This design comes from an exercise in tuning for small area, a short achievable clock period and few clock cycles on the open sky130 flow, not from production work.
In this exercise RTL edits were held to simulation tests only and were not proved equivalent to the original.
Power and IR drop assume default switching activity.

==> 04-10: inputs <==
Design ledgrid_sync, start of the top module:
module ledgrid_sync (
    input  wire        clk,
    input  wire        rst,
    input  wire        sel_n,
    input  wire        rx_valid,
    input  wire [7:0]  rx_data,
    output wire        render_req,
    output wire [7:0]  render_bright,
    input  wire [4:0]  pix_addr,
    output wire [23:0] pix_data,
    input  wire        render_done,
    input  wire [31:0] render_dur,
    output wire        busy,
    output reg         status,
    output reg         debug,
    output reg  [31:0] txn_count,
    output reg  [31:0] frame_count,
    output reg  [31:0] malformed_count,
    output reg  [31:0] zpay_count,
    output reg  [31:0] last_render_dur
);
Settings: LEC_CHECK=0, CAP_MARGIN=20, CORE_MARGIN=2, CORE_UTILIZATION=60, SETUP_SLACK_MARGIN=5, SLEW_MARGIN=20, SYNTH_HIERARCHICAL=1, SYNTH_MINIMUM_KEEP_SIZE=0, TNS_END_PERCENT=5; clock period 12.0 ns.
standard.sh (not shown) runs the stock make flow with config.mk's settings and CLKGATE_MAP_FILE= SYNTH_SCRIPT=/design/flow/synth_recipe.tcl, a recipe that flattens the netlist after the stock synthesis.
==> flow/flow/run.sh <==
#!/bin/bash
# Own layout flow: the standard ORFS flow (standard.sh), with two changes to
# how the layout is made:
#  - the port buffers are plain sky130_fd_sc_hd__buf_1 cells (the resizer still
#    upsizes them where timing needs it) instead of the delay-cell buffers
#    buffer_ports picks by default;
#  - clock tree synthesis clusters up to 25 sinks per leaf buffer and inserts no
#    dummy loads.
# make's full output goes to flow_make.log in the work folder; ORFS keeps each
# step's own log under orfs/logs.
set -euo pipefail
bash standard.sh \
  "BUFFER_PORTS_ARGS=-buffer_cell sky130_fd_sc_hd__buf_1" \
  "CTS_ARGS=-sink_clustering_enable -repair_clock_nets -sink_clustering_size 25 -sink_clustering_max_diameter 100 -dont_use_dummy_load" \
  "SETUP_SLACK_MARGIN=6.5" \
  finish > flow_make.log 2>&1
==> 02-06: changes against 04-10 <==
--- a/flow/design.v
+++ b/flow/design.v
@@ -79,46 +79,34 @@
     wire [2:0] xi_off   = xi_g3 ? xi_s3[2:0] : xi_g2 ? xi_s2[2:0] :
                           xi_g1 ? xi_s1[2:0] : xi[2:0];
     wire       xi_oob   = (rx_data[7:5] != 3'd0) || (xi >= total);
     wire data_ph = (o_pix && nb >= 7'd3) || (o_rng && nb >= 7'd4) || (o_all && !b0);
     wire in_grid = (w_strip < cfg_strips);
     wire step    = take && data_ph && (w_left != 5'd0);
     wire wr      = step && !oob && in_grid;
-    wire [NSLOTS-1:0]    pix_hit;
-    wire [23:0]          pix_sel;
-    wire [NSLOTS*24-1:0] fb_flat;
-    genvar gq;
-    generate
-        for (gq = 0; gq < NSLOTS; gq = gq + 1) begin : g_fb
-            assign fb_flat[gq*24 +: 24] = fb[gq];
-        end
-    endgenerate
-    ledgrid_sync_pixdec u_pixdec (
-        .pix_addr (pix_addr),
-        .blank    (blank),
-        .hit      (pix_hit)
-    );
-    ledgrid_sync_pixsel u_pixsel (
-        .hit      (pix_hit),
-        .fb_flat  (fb_flat),
-        .pix_data (pix_sel)
-    );
+    reg  [23:0] pix_sel;
+    integer q;
+    always @(*) begin
+        pix_sel = 24'd0;
+        for (q = 0; q < NSLOTS; q = q + 1)
+            pix_sel = pix_sel | ({24{pix_addr == q && !blank[q]}} & fb[q]);
+    end
     assign render_bright = bright;
     assign pix_data      = pix_sel;
     wire malformed = (o_pix || o_bri || o_rng || o_all || o_cfg) && !ok;
     integer p;
     always @(posedge clk) begin
         for (p = 0; p < NSLOTS; p = p + 1) begin
             if (wr && w_strip == p / MAX_LEDS && w_off == p % MAX_LEDS) begin
                 if (w_comp == 2'd0) stg[p][23:16] <= rx_data;
                 if (w_comp == 2'd1) stg[p][15:8]  <= rx_data;
                 if (w_comp == 2'd2) stg[p][7:0]   <= rx_data;
             end
         end
-        if (!rst && publish && ok) begin
+        if (!rst && publish && ok && (o_pix || o_rng || o_all)) begin
             for (p = 0; p < NSLOTS; p = p + 1)
                 if (pend[p])
                     fb[p] <= stg[p];
         end
     end
     always @(posedge clk) begin
         if (rst) begin
@@ -252,18 +240,20 @@
                 txn_count <= txn_count + 32'd1;
                 if (nb != 7'd1 && !por)
                     zpay_count <= zpay_count + 32'd1;
                 if (malformed)
                     malformed_count <= malformed_count + 32'd1;
                 if (o_ka)
                     status <= ~status;
-                if (ok)
+                if (ok && (o_pix || o_rng))
                     blank <= blank & ~pend;
-                if (ok && o_all)
+                if (ok && o_all) begin
+                    blank <= ~pend;
                     rend  <= 1'b1;
+                end
                 if (o_ren)
                     rend <= 1'b1;
                 if (o_clr) begin
                     blank <= {NSLOTS{1'b1}};
                     rend  <= 1'b1;
                 end
                 if (ok && o_cfg) begin
@@ -276,87 +266,7 @@
                             blank[p] <= 1'b1;
                     rend <= 1'b1;
                 end
             end
         end
     end
 endmodule
-module ledgrid_sync_pixdec (
-    input  wire [4:0]  pix_addr,
-    input  wire [23:0] blank,
-    output wire [23:0] hit
-);
-    wire [3:0] lo_n;
-    wire [5:0] hi_n;
-    ledgrid_sync_pixpre u_pre (
-        .pix_addr (pix_addr),
-        .lo_n     (lo_n),
-        .hi_n     (hi_n)
-    );
-    genvar q;
-    generate
-        for (q = 0; q < 24; q = q + 1) begin : g_hit
-            assign hit[q] = ~(lo_n[q % 4] | hi_n[q / 4] | blank[q]);
-        end
-    endgenerate
-endmodule
-module ledgrid_sync_pixpre (
-    input  wire [4:0] pix_addr,
-    output wire [3:0] lo_n,
-    output wire [5:0] hi_n
-);
-    wire [4:0] pa_n;
-    ledgrid_sync_pixinv u_inv (
-        .a   (pix_addr),
-        .a_n (pa_n)
-    );
-    genvar k;
-    generate
-        for (k = 0; k < 4; k = k + 1) begin : g_lo
-            assign lo_n[k] = ~((k & 1 ? pix_addr[0] : pa_n[0]) &
-                               (k & 2 ? pix_addr[1] : pa_n[1]));
-        end
-        for (k = 0; k < 6; k = k + 1) begin : g_hi
-            assign hi_n[k] = ~((k & 1 ? pix_addr[2] : pa_n[2]) &
-                               (k & 2 ? pix_addr[3] : pa_n[3]) &
-                               (k & 4 ? pix_addr[4] : pa_n[4]));
-        end
-    endgenerate
-endmodule
-module ledgrid_sync_pixinv (
-    input  wire [4:0] a,
-    output wire [4:0] a_n
-);
-    assign a_n = ~a;
-endmodule
-module ledgrid_sync_pixsel (
-    input  wire [23:0]  hit,
-    input  wire [575:0] fb_flat,
-    output wire [23:0]  pix_data
-);
-    wire [23:0] part_n [0:2];
-    genvar g;
-    generate
-        for (g = 0; g < 3; g = g + 1) begin : g_grp
-            ledgrid_sync_pixgrp u_grp (
-                .hit    (hit[g*8 +: 8]),
-                .fb8    (fb_flat[g*192 +: 192]),
-                .part_n (part_n[g])
-            );
-        end
-    endgenerate
-    assign pix_data = ~(part_n[0] & part_n[1] & part_n[2]);
-endmodule
-module ledgrid_sync_pixgrp (
-    input  wire [7:0]   hit,
-    input  wire [191:0] fb8,
-    output reg  [23:0]  part_n
-);
-    integer q;
-    reg [23:0] acc;
-    always @(*) begin
-        acc = 24'd0;
-        for (q = 0; q < 8; q = q + 1)
-            acc = acc | ({24{hit[q]}} & fb8[q*24 +: 24]);
-        part_n = ~acc;
-    end
-endmodule
SYNTH_HIERARCHICAL = default   (was 1)
SYNTH_MINIMUM_KEEP_SIZE = default   (was 0)
TNS_END_PERCENT = default   (was 5)
==> comparison table <==
| metric | 02-06 | 04-10 |
|---|---|---|
| Proportion of layout cells with a drive suffix above 1 | 0.107 | 0.117 |
| Simple-Gate Fraction of Synth Area | 0.0911 | 0.0924 |
| Number of inserted diodes | 2 | 1 |
| DR vias | 31315 | 29891 |
| Vias per cell | 6.53 | 6.36 |
| Part of the total power dissipated in the clock network | 0.308 | 0.307 |
| Pwr dens | 136 nW/um2 | 137 nW/um2 |
| Initial Utilization | 0.604 | 0.608 |
| Largest stage delay, worst path | 0.44 ns | 0.30 ns |
| Number of non-clock inverters in the layout | 56 | 57 |
| # resized after CTS | 127 | 190 |
| Part of the Yosys area used for sequential elements | 0.779 | 0.782 |
| Worst path arrival time | 4.31 ns | 4.08 ns |
| Floorplan row count | 107 | 106 |
| Clock Network Area Fraction | 0.0289 | 0.0291 |
| Layout Nets | 3752 | 3670 |
| Slack of the worst reg-to-reg path | 8.48 ns | 7.21 ns |
| Cell Area, Synth | 51200 um2 | 51000 um2 |
| Worst vdd ir | 0.109 mV | 0.0982 mV |
| Non-CTS buffers | 403 | 368 |
| Status | complete, no violations | complete, no violations |
| Sequential share of power | 0.676 | 0.677 |
| Total routed wirelength | 152000 um | 135000 um |
| Worst-case headroom to the max-slew limit | 0.198 | 0.199 |
| Pint | 6280 uW | 6280 uW |
Testbench counts of 04-10, summed over its fixed seeds: cycles 21,798.
Testbench counts of 02-06, summed over its fixed seeds: cycles 21,798.

==> v28: inputs <==
==> flow/design.v <==
module ledgrid_sync (
    input  wire        clk,
    input  wire        rst,
    input  wire        sel_n,
    input  wire        rx_valid,
    input  wire [7:0]  rx_data,
    output wire        render_req,
    output wire [7:0]  render_bright,
    input  wire [4:0]  pix_addr,
    output wire [23:0] pix_data,
    input  wire        render_done,
    input  wire [31:0] render_dur,
    output wire        busy,
    output reg         status,
    output reg         debug,
    output reg  [31:0] txn_count,
    output reg  [31:0] frame_count,
    output reg  [31:0] malformed_count,
    output reg  [31:0] zpay_count,
    output reg  [31:0] last_render_dur
);
    localparam MAX_STRIPS = 4;
    localparam MAX_LEDS   = 6;
    localparam NSLOTS     = MAX_STRIPS * MAX_LEDS;
    localparam RX_MAX     = 80;
    localparam [7:0] OP_SET_PIXEL  = 8'h01;
    localparam [7:0] OP_SET_BRIGHT = 8'h02;
    localparam [7:0] OP_RENDER     = 8'h03;
    localparam [7:0] OP_CLEAR      = 8'h04;
    localparam [7:0] OP_SET_RANGE  = 8'h05;
    localparam [7:0] OP_SET_ALL    = 8'h06;
    localparam [7:0] OP_RECONFIG   = 8'h07;
    localparam [7:0] OP_KEEPALIVE  = 8'hFF;
    reg        sel_q;
    reg        armed;         
    reg  [6:0] nb;            
    reg        rend;          
    assign busy       = rend;
    assign render_req = rend;
    wire sel_assert   = sel_q && !sel_n;
    wire sel_deassert = !sel_q && sel_n;
    wire take         = armed && !sel_n && rx_valid && (nb != RX_MAX);
    wire publish      = sel_deassert && armed && (nb != 7'd0);
    wire b0 = (nb == 7'd0);
    wire b1 = (nb == 7'd1);
    wire b2 = (nb == 7'd2);
    wire b3 = (nb == 7'd3);
    wire b4 = (nb == 7'd4);
    reg [2:0]  cfg_strips;    
    reg [2:0]  cfg_len;       
    reg [7:0]  bright;
    reg [23:0] fb  [0:NSLOTS-1];    
    reg [23:0] stg [0:NSLOTS-1];    
    reg [NSLOTS-1:0] blank;         
    reg [NSLOTS-1:0] pend;          
    wire [4:0] total = cfg_strips * cfg_len;
    reg o_pix, o_bri, o_ren, o_clr, o_rng, o_all, o_cfg, o_ka;
    reg        por;           
    reg        ok;            
    reg        oob;           
    reg  [2:0] w_strip;       
    reg  [2:0] w_off;         
    reg  [1:0] w_comp;        
    reg  [4:0] w_left;        
    reg  [2:0] n_strips;      
    reg  [2:0] n_len;
    reg        n_dbg;
    wire [4:0] len1  = {2'd0, cfg_len};
    wire [4:0] len2  = {1'b0, cfg_len, 1'b0};
    wire [4:0] len3  = len1 + len2;
    wire [4:0] xi    = rx_data[4:0];
    wire       xi_g1 = (xi >= len1);
    wire       xi_g2 = (xi >= len2);
    wire       xi_g3 = (xi >= len3);
    wire [4:0] xi_s1 = xi - len1;
    wire [4:0] xi_s2 = xi - len2;
    wire [4:0] xi_s3 = xi - len3;
    wire [2:0] xi_strip = xi_g3 ? 3'd3 : xi_g2 ? 3'd2 : xi_g1 ? 3'd1 : 3'd0;
    wire [2:0] xi_off   = xi_g3 ? xi_s3[2:0] : xi_g2 ? xi_s2[2:0] :
                          xi_g1 ? xi_s1[2:0] : xi[2:0];
    wire       xi_oob   = (rx_data[7:5] != 3'd0) || (xi >= total);
    wire data_ph = (o_pix && nb >= 7'd3) || (o_rng && nb >= 7'd4) || (o_all && !b0);
    wire in_grid = (w_strip < cfg_strips);
    wire step    = take && data_ph && (w_left != 5'd0);
    wire wr      = step && !oob && in_grid;
    wire [NSLOTS-1:0]    pix_hit;
    wire [23:0]          pix_sel;
    wire [NSLOTS*24-1:0] fb_flat;
    genvar gq;
    generate
        for (gq = 0; gq < NSLOTS; gq = gq + 1) begin : g_fb
            assign fb_flat[gq*24 +: 24] = fb[gq];
        end
    endgenerate
    ledgrid_sync_pixdec u_pixdec (
        .pix_addr (pix_addr),
        .blank    (blank),
        .hit      (pix_hit)
    );
    ledgrid_sync_pixsel u_pixsel (
        .hit      (pix_hit),
        .fb_flat  (fb_flat),
        .pix_data (pix_sel)
    );
    assign render_bright = bright;
    assign pix_data      = pix_sel;
    wire malformed = (o_pix || o_bri || o_rng || o_all || o_cfg) && !ok;
    integer p;
    always @(posedge clk) begin
        for (p = 0; p < NSLOTS; p = p + 1) begin
            if (wr && w_strip == p / MAX_LEDS && w_off == p % MAX_LEDS) begin
                if (w_comp == 2'd0) stg[p][23:16] <= rx_data;
                if (w_comp == 2'd1) stg[p][15:8]  <= rx_data;
                if (w_comp == 2'd2) stg[p][7:0]   <= rx_data;
            end
        end
        if (!rst && publish && ok) begin
            for (p = 0; p < NSLOTS; p = p + 1)
                if (pend[p])
                    fb[p] <= stg[p];
        end
    end
    always @(posedge clk) begin
        if (rst) begin
            sel_q           <= 1'b1;
            armed           <= 1'b0;
            nb              <= 7'd0;
            rend            <= 1'b0;
            cfg_strips      <= MAX_STRIPS;
            cfg_len         <= MAX_LEDS;
            bright          <= 8'hFF;
            status          <= 1'b0;
            debug           <= 1'b0;
            txn_count       <= 32'd0;
            frame_count     <= 32'd0;
            malformed_count <= 32'd0;
            zpay_count      <= 32'd0;
            last_render_dur <= 32'd0;
            blank           <= {NSLOTS{1'b1}};
            pend            <= {NSLOTS{1'b0}};
            o_pix <= 1'b0; o_bri <= 1'b0; o_ren <= 1'b0; o_clr <= 1'b0;
            o_rng <= 1'b0; o_all <= 1'b0; o_cfg <= 1'b0; o_ka  <= 1'b0;
            por      <= 1'b0;
            ok       <= 1'b0;
            oob      <= 1'b0;
            w_strip  <= 3'd0;
            w_off    <= 3'd0;
            w_comp   <= 2'd0;
            w_left   <= 5'd0;
            n_strips <= 3'd0;
            n_len    <= 3'd0;
            n_dbg    <= 1'b0;
        end else begin
            sel_q <= sel_n;
            if (sel_assert) begin
                if (!rend) begin
                    armed <= 1'b1;
                    nb    <= 7'd0;
                end
            end else if (sel_deassert) begin
                armed <= 1'b0;
            end
            if (rend && render_done) begin
                rend            <= 1'b0;
                frame_count     <= frame_count + 32'd1;
                last_render_dur <= render_dur;
            end
            if (take) begin
                nb <= nb + 7'd1;
                if (!b0)
                    por <= por | (rx_data != 8'd0);
                if (b0) begin
                    o_pix <= (rx_data == OP_SET_PIXEL);
                    o_bri <= (rx_data == OP_SET_BRIGHT);
                    o_ren <= (rx_data == OP_RENDER);
                    o_clr <= (rx_data == OP_CLEAR);
                    o_rng <= (rx_data == OP_SET_RANGE);
                    o_all <= (rx_data == OP_SET_ALL);
                    o_cfg <= (rx_data == OP_RECONFIG);
                    o_ka  <= (rx_data == OP_KEEPALIVE);
                    por     <= 1'b0;
                    ok      <= 1'b0;
                    oob     <= 1'b0;
                    w_strip <= 3'd0;
                    w_off   <= 3'd0;
                    w_comp  <= 2'd0;
                    w_left  <= total;
                end
                if (b1) begin
                    if (o_pix || o_rng)
                        oob <= (rx_data != 8'd0);
                    if (o_bri) begin
                        bright <= rx_data;
                        ok     <= 1'b1;
                    end
                    if (o_cfg) begin
                        n_strips <= rx_data[2:0];
                        oob      <= (rx_data == 8'd0) || (rx_data > MAX_STRIPS);
                    end
                end
                if (b2) begin
                    if (o_pix || o_rng) begin
                        oob     <= oob || xi_oob;
                        w_strip <= xi_strip;
                        w_off   <= xi_off;
                        w_comp  <= 2'd0;
                        w_left  <= 5'd1;
                    end
                    if (o_cfg && rx_data != 8'd0)
                        oob <= 1'b1;
                end
                if (b3) begin
                    if (o_rng) begin
                        w_left <= (rx_data[7:5] != 3'd0) ? 5'd31 : rx_data[4:0];
                        if (rx_data == 8'd0)
                            ok <= 1'b1;
                    end
                    if (o_cfg) begin
                        n_len <= rx_data[2:0];
                        ok    <= !oob && (rx_data != 8'd0) && (rx_data <= MAX_LEDS);
                    end
                end
                if (b4 && o_cfg)
                    n_dbg <= (rx_data != 8'd0);
                if (step) begin
                    if (w_comp == 2'd2) begin
                        w_comp <= 2'd0;
                        w_left <= w_left - 5'd1;
                        if (w_left == 5'd1)
                            ok <= 1'b1;
                        if (in_grid) begin
                            if (w_off == cfg_len - 3'd1) begin
                                w_off   <= 3'd0;
                                w_strip <= w_strip + 3'd1;
                            end else begin
                                w_off   <= w_off + 3'd1;
                            end
                        end
                    end else begin
                        w_comp <= w_comp + 2'd1;
                    end
                end
            end
            if (wr) begin
                for (p = 0; p < NSLOTS; p = p + 1)
                    if (w_strip == p / MAX_LEDS && w_off == p % MAX_LEDS)
                        pend[p] <= 1'b1;
            end
            if (sel_deassert)
                pend <= {NSLOTS{1'b0}};
            if (publish) begin
                txn_count <= txn_count + 32'd1;
                if (nb != 7'd1 && !por)
                    zpay_count <= zpay_count + 32'd1;
                if (malformed)
                    malformed_count <= malformed_count + 32'd1;
                if (o_ka)
                    status <= ~status;
                if (ok)
                    blank <= blank & ~pend;
                if (ok && o_all)
                    rend  <= 1'b1;
                if (o_ren)
                    rend <= 1'b1;
                if (o_clr) begin
                    blank <= {NSLOTS{1'b1}};
                    rend  <= 1'b1;
                end
                if (ok && o_cfg) begin
                    cfg_strips <= n_strips;
                    cfg_len    <= n_len;
                    if (nb >= 7'd5)
                        debug <= n_dbg;
                    for (p = 0; p < NSLOTS; p = p + 1)
                        if (!((p / MAX_LEDS) < n_strips && (p % MAX_LEDS) < n_len))
                            blank[p] <= 1'b1;
                    rend <= 1'b1;
                end
            end
        end
    end
endmodule
module ledgrid_sync_pixdec (
    input  wire [4:0]  pix_addr,
    input  wire [23:0] blank,
    output wire [23:0] hit
);
    wire [3:0] lo_n;
    wire [5:0] hi_n;
    ledgrid_sync_pixpre u_pre (
        .pix_addr (pix_addr),
        .lo_n     (lo_n),
        .hi_n     (hi_n)
    );
    genvar q;
    generate
        for (q = 0; q < 24; q = q + 1) begin : g_hit
            assign hit[q] = ~(lo_n[q % 4] | hi_n[q / 4] | blank[q]);
        end
    endgenerate
endmodule
module ledgrid_sync_pixpre (
    input  wire [4:0] pix_addr,
    output wire [3:0] lo_n,
    output wire [5:0] hi_n
);
    wire [4:0] pa_n;
    ledgrid_sync_pixinv u_inv (
        .a   (pix_addr),
        .a_n (pa_n)
    );
    genvar k;
    generate
        for (k = 0; k < 4; k = k + 1) begin : g_lo
            assign lo_n[k] = ~((k & 1 ? pix_addr[0] : pa_n[0]) &
                               (k & 2 ? pix_addr[1] : pa_n[1]));
        end
        for (k = 0; k < 6; k = k + 1) begin : g_hi
            assign hi_n[k] = ~((k & 1 ? pix_addr[2] : pa_n[2]) &
                               (k & 2 ? pix_addr[3] : pa_n[3]) &
                               (k & 4 ? pix_addr[4] : pa_n[4]));
        end
    endgenerate
endmodule
module ledgrid_sync_pixinv (
    input  wire [4:0] a,
    output wire [4:0] a_n
);
    assign a_n = ~a;
endmodule
module ledgrid_sync_pixsel (
    input  wire [23:0]  hit,
    input  wire [575:0] fb_flat,
    output wire [23:0]  pix_data
);
    wire [23:0] part_n [0:2];
    genvar g;
    generate
        for (g = 0; g < 3; g = g + 1) begin : g_grp
            ledgrid_sync_pixgrp u_grp (
                .hit    (hit[g*8 +: 8]),
                .fb8    (fb_flat[g*192 +: 192]),
                .part_n (part_n[g])
            );
        end
    endgenerate
    assign pix_data = ~(part_n[0] & part_n[1] & part_n[2]);
endmodule
module ledgrid_sync_pixgrp (
    input  wire [7:0]   hit,
    input  wire [191:0] fb8,
    output reg  [23:0]  part_n
);
    integer q;
    reg [23:0] acc;
    always @(*) begin
        acc = 24'd0;
        for (q = 0; q < 8; q = q + 1)
            acc = acc | ({24{hit[q]}} & fb8[q*24 +: 24]);
        part_n = ~acc;
    end
endmodule
==> flow/flow/run.sh <==
#!/bin/bash
# Own layout flow: the standard ORFS flow (standard.sh), with two changes to
# how the layout is made:
#  - the port buffers are plain sky130_fd_sc_hd__buf_1 cells (the resizer still
#    upsizes them where timing needs it) instead of the delay-cell buffers
#    buffer_ports picks by default;
#  - clock tree synthesis clusters up to 25 sinks per leaf buffer and inserts no
#    dummy loads.
# make's full output goes to flow_make.log in the work folder; ORFS keeps each
# step's own log under orfs/logs.
set -euo pipefail
bash standard.sh \
  "BUFFER_PORTS_ARGS=-buffer_cell sky130_fd_sc_hd__buf_1" \
  "CTS_ARGS=-sink_clustering_enable -repair_clock_nets -sink_clustering_size 25 -sink_clustering_max_diameter 100 -dont_use_dummy_load" \
  "SETUP_SLACK_MARGIN=5.7" \
  finish > flow_make.log 2>&1
==> flow/standard.sh <==
#!/bin/bash
# synth_recipe.tcl (not shown) runs the flow's synth.tcl, then flattens the netlist and writes it again
# the make line also repeats each setting of config.mk as NAME=value (left out here)
make -C /OpenROAD-flow-scripts/flow DESIGN_CONFIG=/design/flow/config.mk WORK_HOME=/design/flow/orfs CLKGATE_MAP_FILE= SYNTH_SCRIPT=/design/flow/synth_recipe.tcl "${@:-finish}"
==> flow/config.mk <==
export PLATFORM = sky130hd
export DESIGN_NAME = ledgrid_sync
export DESIGN_NICKNAME = ledgrid_sync
export VERILOG_FILES = /design/flow/design.v
export SDC_FILE = /design/flow/constraint.sdc
export NUM_CORES = 4
export LEC_CHECK = 0
export CAP_MARGIN = 20
export CORE_MARGIN = 2
export CORE_UTILIZATION = 60
export SETUP_SLACK_MARGIN = 5
export SLEW_MARGIN = 20
export SYNTH_HIERARCHICAL = 1
export SYNTH_MINIMUM_KEEP_SIZE = 0
==> flow/constraint.sdc <==
create_clock -name core_clock -period 12.0 [get_ports {clk}]
set_input_delay 2.4000 -clock core_clock [delete_from_list [all_inputs] [get_ports {clk}]]
set_output_delay 2.4000 -clock core_clock [all_outputs]
set_load 0.01 [all_outputs]
==> inputs of v21, as changes to v28 <==
--- a/flow/design.v
+++ b/flow/design.v
@@ -115,5 +115,5 @@
             end
         end
-        if (!rst && publish && ok) begin
+        if (!rst && publish && ok && (o_pix || o_rng || o_all)) begin
             for (p = 0; p < NSLOTS; p = p + 1)
                 if (pend[p])
@@ -257,8 +257,10 @@
                 if (o_ka)
                     status <= ~status;
-                if (ok)
+                if (ok && (o_pix || o_rng))
                     blank <= blank & ~pend;
-                if (ok && o_all)
+                if (ok && o_all) begin
+                    blank <= ~pend;
                     rend  <= 1'b1;
+                end
                 if (o_ren)
                     rend <= 1'b1;
@@ -284,79 +286,21 @@
     input  wire [4:0]  pix_addr,
     input  wire [23:0] blank,
-    output wire [23:0] hit
-);
-    wire [3:0] lo_n;
-    wire [5:0] hi_n;
-    ledgrid_sync_pixpre u_pre (
-        .pix_addr (pix_addr),
-        .lo_n     (lo_n),
-        .hi_n     (hi_n)
-    );
-    genvar q;
-    generate
-        for (q = 0; q < 24; q = q + 1) begin : g_hit
-            assign hit[q] = ~(lo_n[q % 4] | hi_n[q / 4] | blank[q]);
-        end
-    endgenerate
-endmodule
-module ledgrid_sync_pixpre (
-    input  wire [4:0] pix_addr,
-    output wire [3:0] lo_n,
-    output wire [5:0] hi_n
-);
-    wire [4:0] pa_n;
-    ledgrid_sync_pixinv u_inv (
-        .a   (pix_addr),
-        .a_n (pa_n)
-    );
-    genvar k;
-    generate
-        for (k = 0; k < 4; k = k + 1) begin : g_lo
-            assign lo_n[k] = ~((k & 1 ? pix_addr[0] : pa_n[0]) &
-                               (k & 2 ? pix_addr[1] : pa_n[1]));
-        end
-        for (k = 0; k < 6; k = k + 1) begin : g_hi
-            assign hi_n[k] = ~((k & 1 ? pix_addr[2] : pa_n[2]) &
-                               (k & 2 ? pix_addr[3] : pa_n[3]) &
-                               (k & 4 ? pix_addr[4] : pa_n[4]));
-        end
-    endgenerate
-endmodule
-module ledgrid_sync_pixinv (
-    input  wire [4:0] a,
-    output wire [4:0] a_n
+    output reg  [23:0] hit
 );
-    assign a_n = ~a;
+    integer q;
+    always @(*)
+        for (q = 0; q < 24; q = q + 1)
+            hit[q] = (pix_addr == q) && !blank[q];
 endmodule
 module ledgrid_sync_pixsel (
     input  wire [23:0]  hit,
     input  wire [575:0] fb_flat,
-    output wire [23:0]  pix_data
-);
-    wire [23:0] part_n [0:2];
-    genvar g;
-    generate
-        for (g = 0; g < 3; g = g + 1) begin : g_grp
-            ledgrid_sync_pixgrp u_grp (
-                .hit    (hit[g*8 +: 8]),
-                .fb8    (fb_flat[g*192 +: 192]),
-                .part_n (part_n[g])
-            );
-        end
-    endgenerate
-    assign pix_data = ~(part_n[0] & part_n[1] & part_n[2]);
-endmodule
-module ledgrid_sync_pixgrp (
-    input  wire [7:0]   hit,
-    input  wire [191:0] fb8,
-    output reg  [23:0]  part_n
+    output reg  [23:0]  pix_data
 );
     integer q;
-    reg [23:0] acc;
     always @(*) begin
-        acc = 24'd0;
-        for (q = 0; q < 8; q = q + 1)
-            acc = acc | ({24{hit[q]}} & fb8[q*24 +: 24]);
-        part_n = ~acc;
+        pix_data = 24'd0;
+        for (q = 0; q < 24; q = q + 1)
+            pix_data = pix_data | ({24{hit[q]}} & fb_flat[q*24 +: 24]);
     end
 endmodule
--- a/flow/flow/run.sh
+++ b/flow/flow/run.sh
@@ -13,4 +13,4 @@
   "BUFFER_PORTS_ARGS=-buffer_cell sky130_fd_sc_hd__buf_1" \
   "CTS_ARGS=-sink_clustering_enable -repair_clock_nets -sink_clustering_size 25 -sink_clustering_max_diameter 100 -dont_use_dummy_load" \
-  "SETUP_SLACK_MARGIN=5.7" \
+  "SETUP_SLACK_MARGIN=6.5" \
   finish > flow_make.log 2>&1
==> inputs of v15, as changes to v28 <==
--- a/flow/flow/run.sh
+++ b/flow/flow/run.sh
@@ -13,4 +13,4 @@
   "BUFFER_PORTS_ARGS=-buffer_cell sky130_fd_sc_hd__buf_1" \
   "CTS_ARGS=-sink_clustering_enable -repair_clock_nets -sink_clustering_size 25 -sink_clustering_max_diameter 100 -dont_use_dummy_load" \
-  "SETUP_SLACK_MARGIN=5.7" \
+  "SETUP_SLACK_MARGIN=5.2" \
   finish > flow_make.log 2>&1
==> comparison table <==
item                                                                 v15             v28             v21
Result of the run                                         finished clean  finished clean  finished clean
Final WL                                                       125000 um       133000 um       158000 um
Global placement routability congestion                            0.904           0.904           0.918
Average cell area after synthesis                             15.6 sq um      15.6 sq um      15.5 sq um
Power Density                                                141 nW/um^2     137 nW/um^2     135 nW/um^2
Final instance count without filler cells                           4649            4701            4781
Detailed placer's ending HPWL                                   81000 um        81000 um        93300 um
Post-Synthesis Cells                                                3268            3268            3297
Detailed-route wire length per cell                              27.0 um         28.4 um         33.0 um
Met3 track demand over resource in global routing                 0.0462          0.0480          0.0681
Worst Clk Skew                                                   47.8 ps         52.2 ps         52.2 ps
Total core area                                              84000 sq um     84000 sq um     84900 sq um
Total number of placement rows                                       106             106             107
Wire length of the first global-routing pass                   182000 um       188000 um       216000 um
Multiplexer area fraction after synthesis                        0.00221         0.00221         0.00178
Routed vias/inst                                                    6.20            6.30            6.60
Switching Fraction                                                 0.192           0.194           0.194
Cell area after technology mapping                           51000 sq um     51000 sq um     51200 sq um
CTS clock-pin slew for the worst setup and hold paths              90 ps           90 ps          100 ps
Proportion of synthesized chip area in sequential cells            0.782           0.782           0.780
Adder and majority cell fraction of the synthesized area          0.0131          0.0131          0.0131
Layout net count                                                    3614            3667            3739
Post-place instance area                                     53400 sq um     53400 sq um     54200 sq um
Max rail drop VDD                                               0.106 mV        0.107 mV        0.108 mV
Fraction of area in multi-input gates                              0.189           0.195           0.199
Testbench counts of v28, summed over its fixed seeds: cycles 21,798.
Testbench counts of v21, summed over its fixed seeds: cycles 21,798.
Testbench counts of v15, summed over its fixed seeds: cycles 21,798.

[static timing again, ports no longer ideal]
No port has a modelled driver above. Below, the same layouts with a new extraction and two added sets of constraints. Step 1, drivers: a clkbuf_16 drives clk and a buf_2 each remaining input, both assumed. Step 2 moves the port delays by t, midway between the first and last clock arrival at a register: inputs arrive t later, outputs are due t later. That takes back most of the time a late clock gives input paths. a / b / c = ideal / step 1 / step 2; a / b = the first two.
run | shift t [ns] | setup WS [ns] | hold slack, ns | worst setup path after step 2 | worst slew at a driven data input, ns
04-10 | 0.700 | 5.515 / 5.378 / 5.378 | 0.387 / 0.387 / 0.387 | input to output | 0.14
02-06 | 0.706 | 5.291 / 5.242 / 5.242 | 0.363 / 0.363 / 0.363 | input to output | 0.28
v28 | 0.695 | 5.654 / 5.531 / 5.531 | 0.398 / 0.398 / 0.398 | input to output | 0.15
v21 | 0.689 | 5.280 / 5.199 / 5.199 | 0.389 / 0.389 / 0.389 | input to output | 0.11
v15 | 0.689 | 5.231 / 5.182 / 5.182 | 0.397 / 0.397 / 0.397 | input to output | 0.13
After both steps every run listed still meets setup and hold. For 04-10, which loses most, drivers alone change the setup slack by -0.137 ns; drivers and shift together by -0.137 ns.
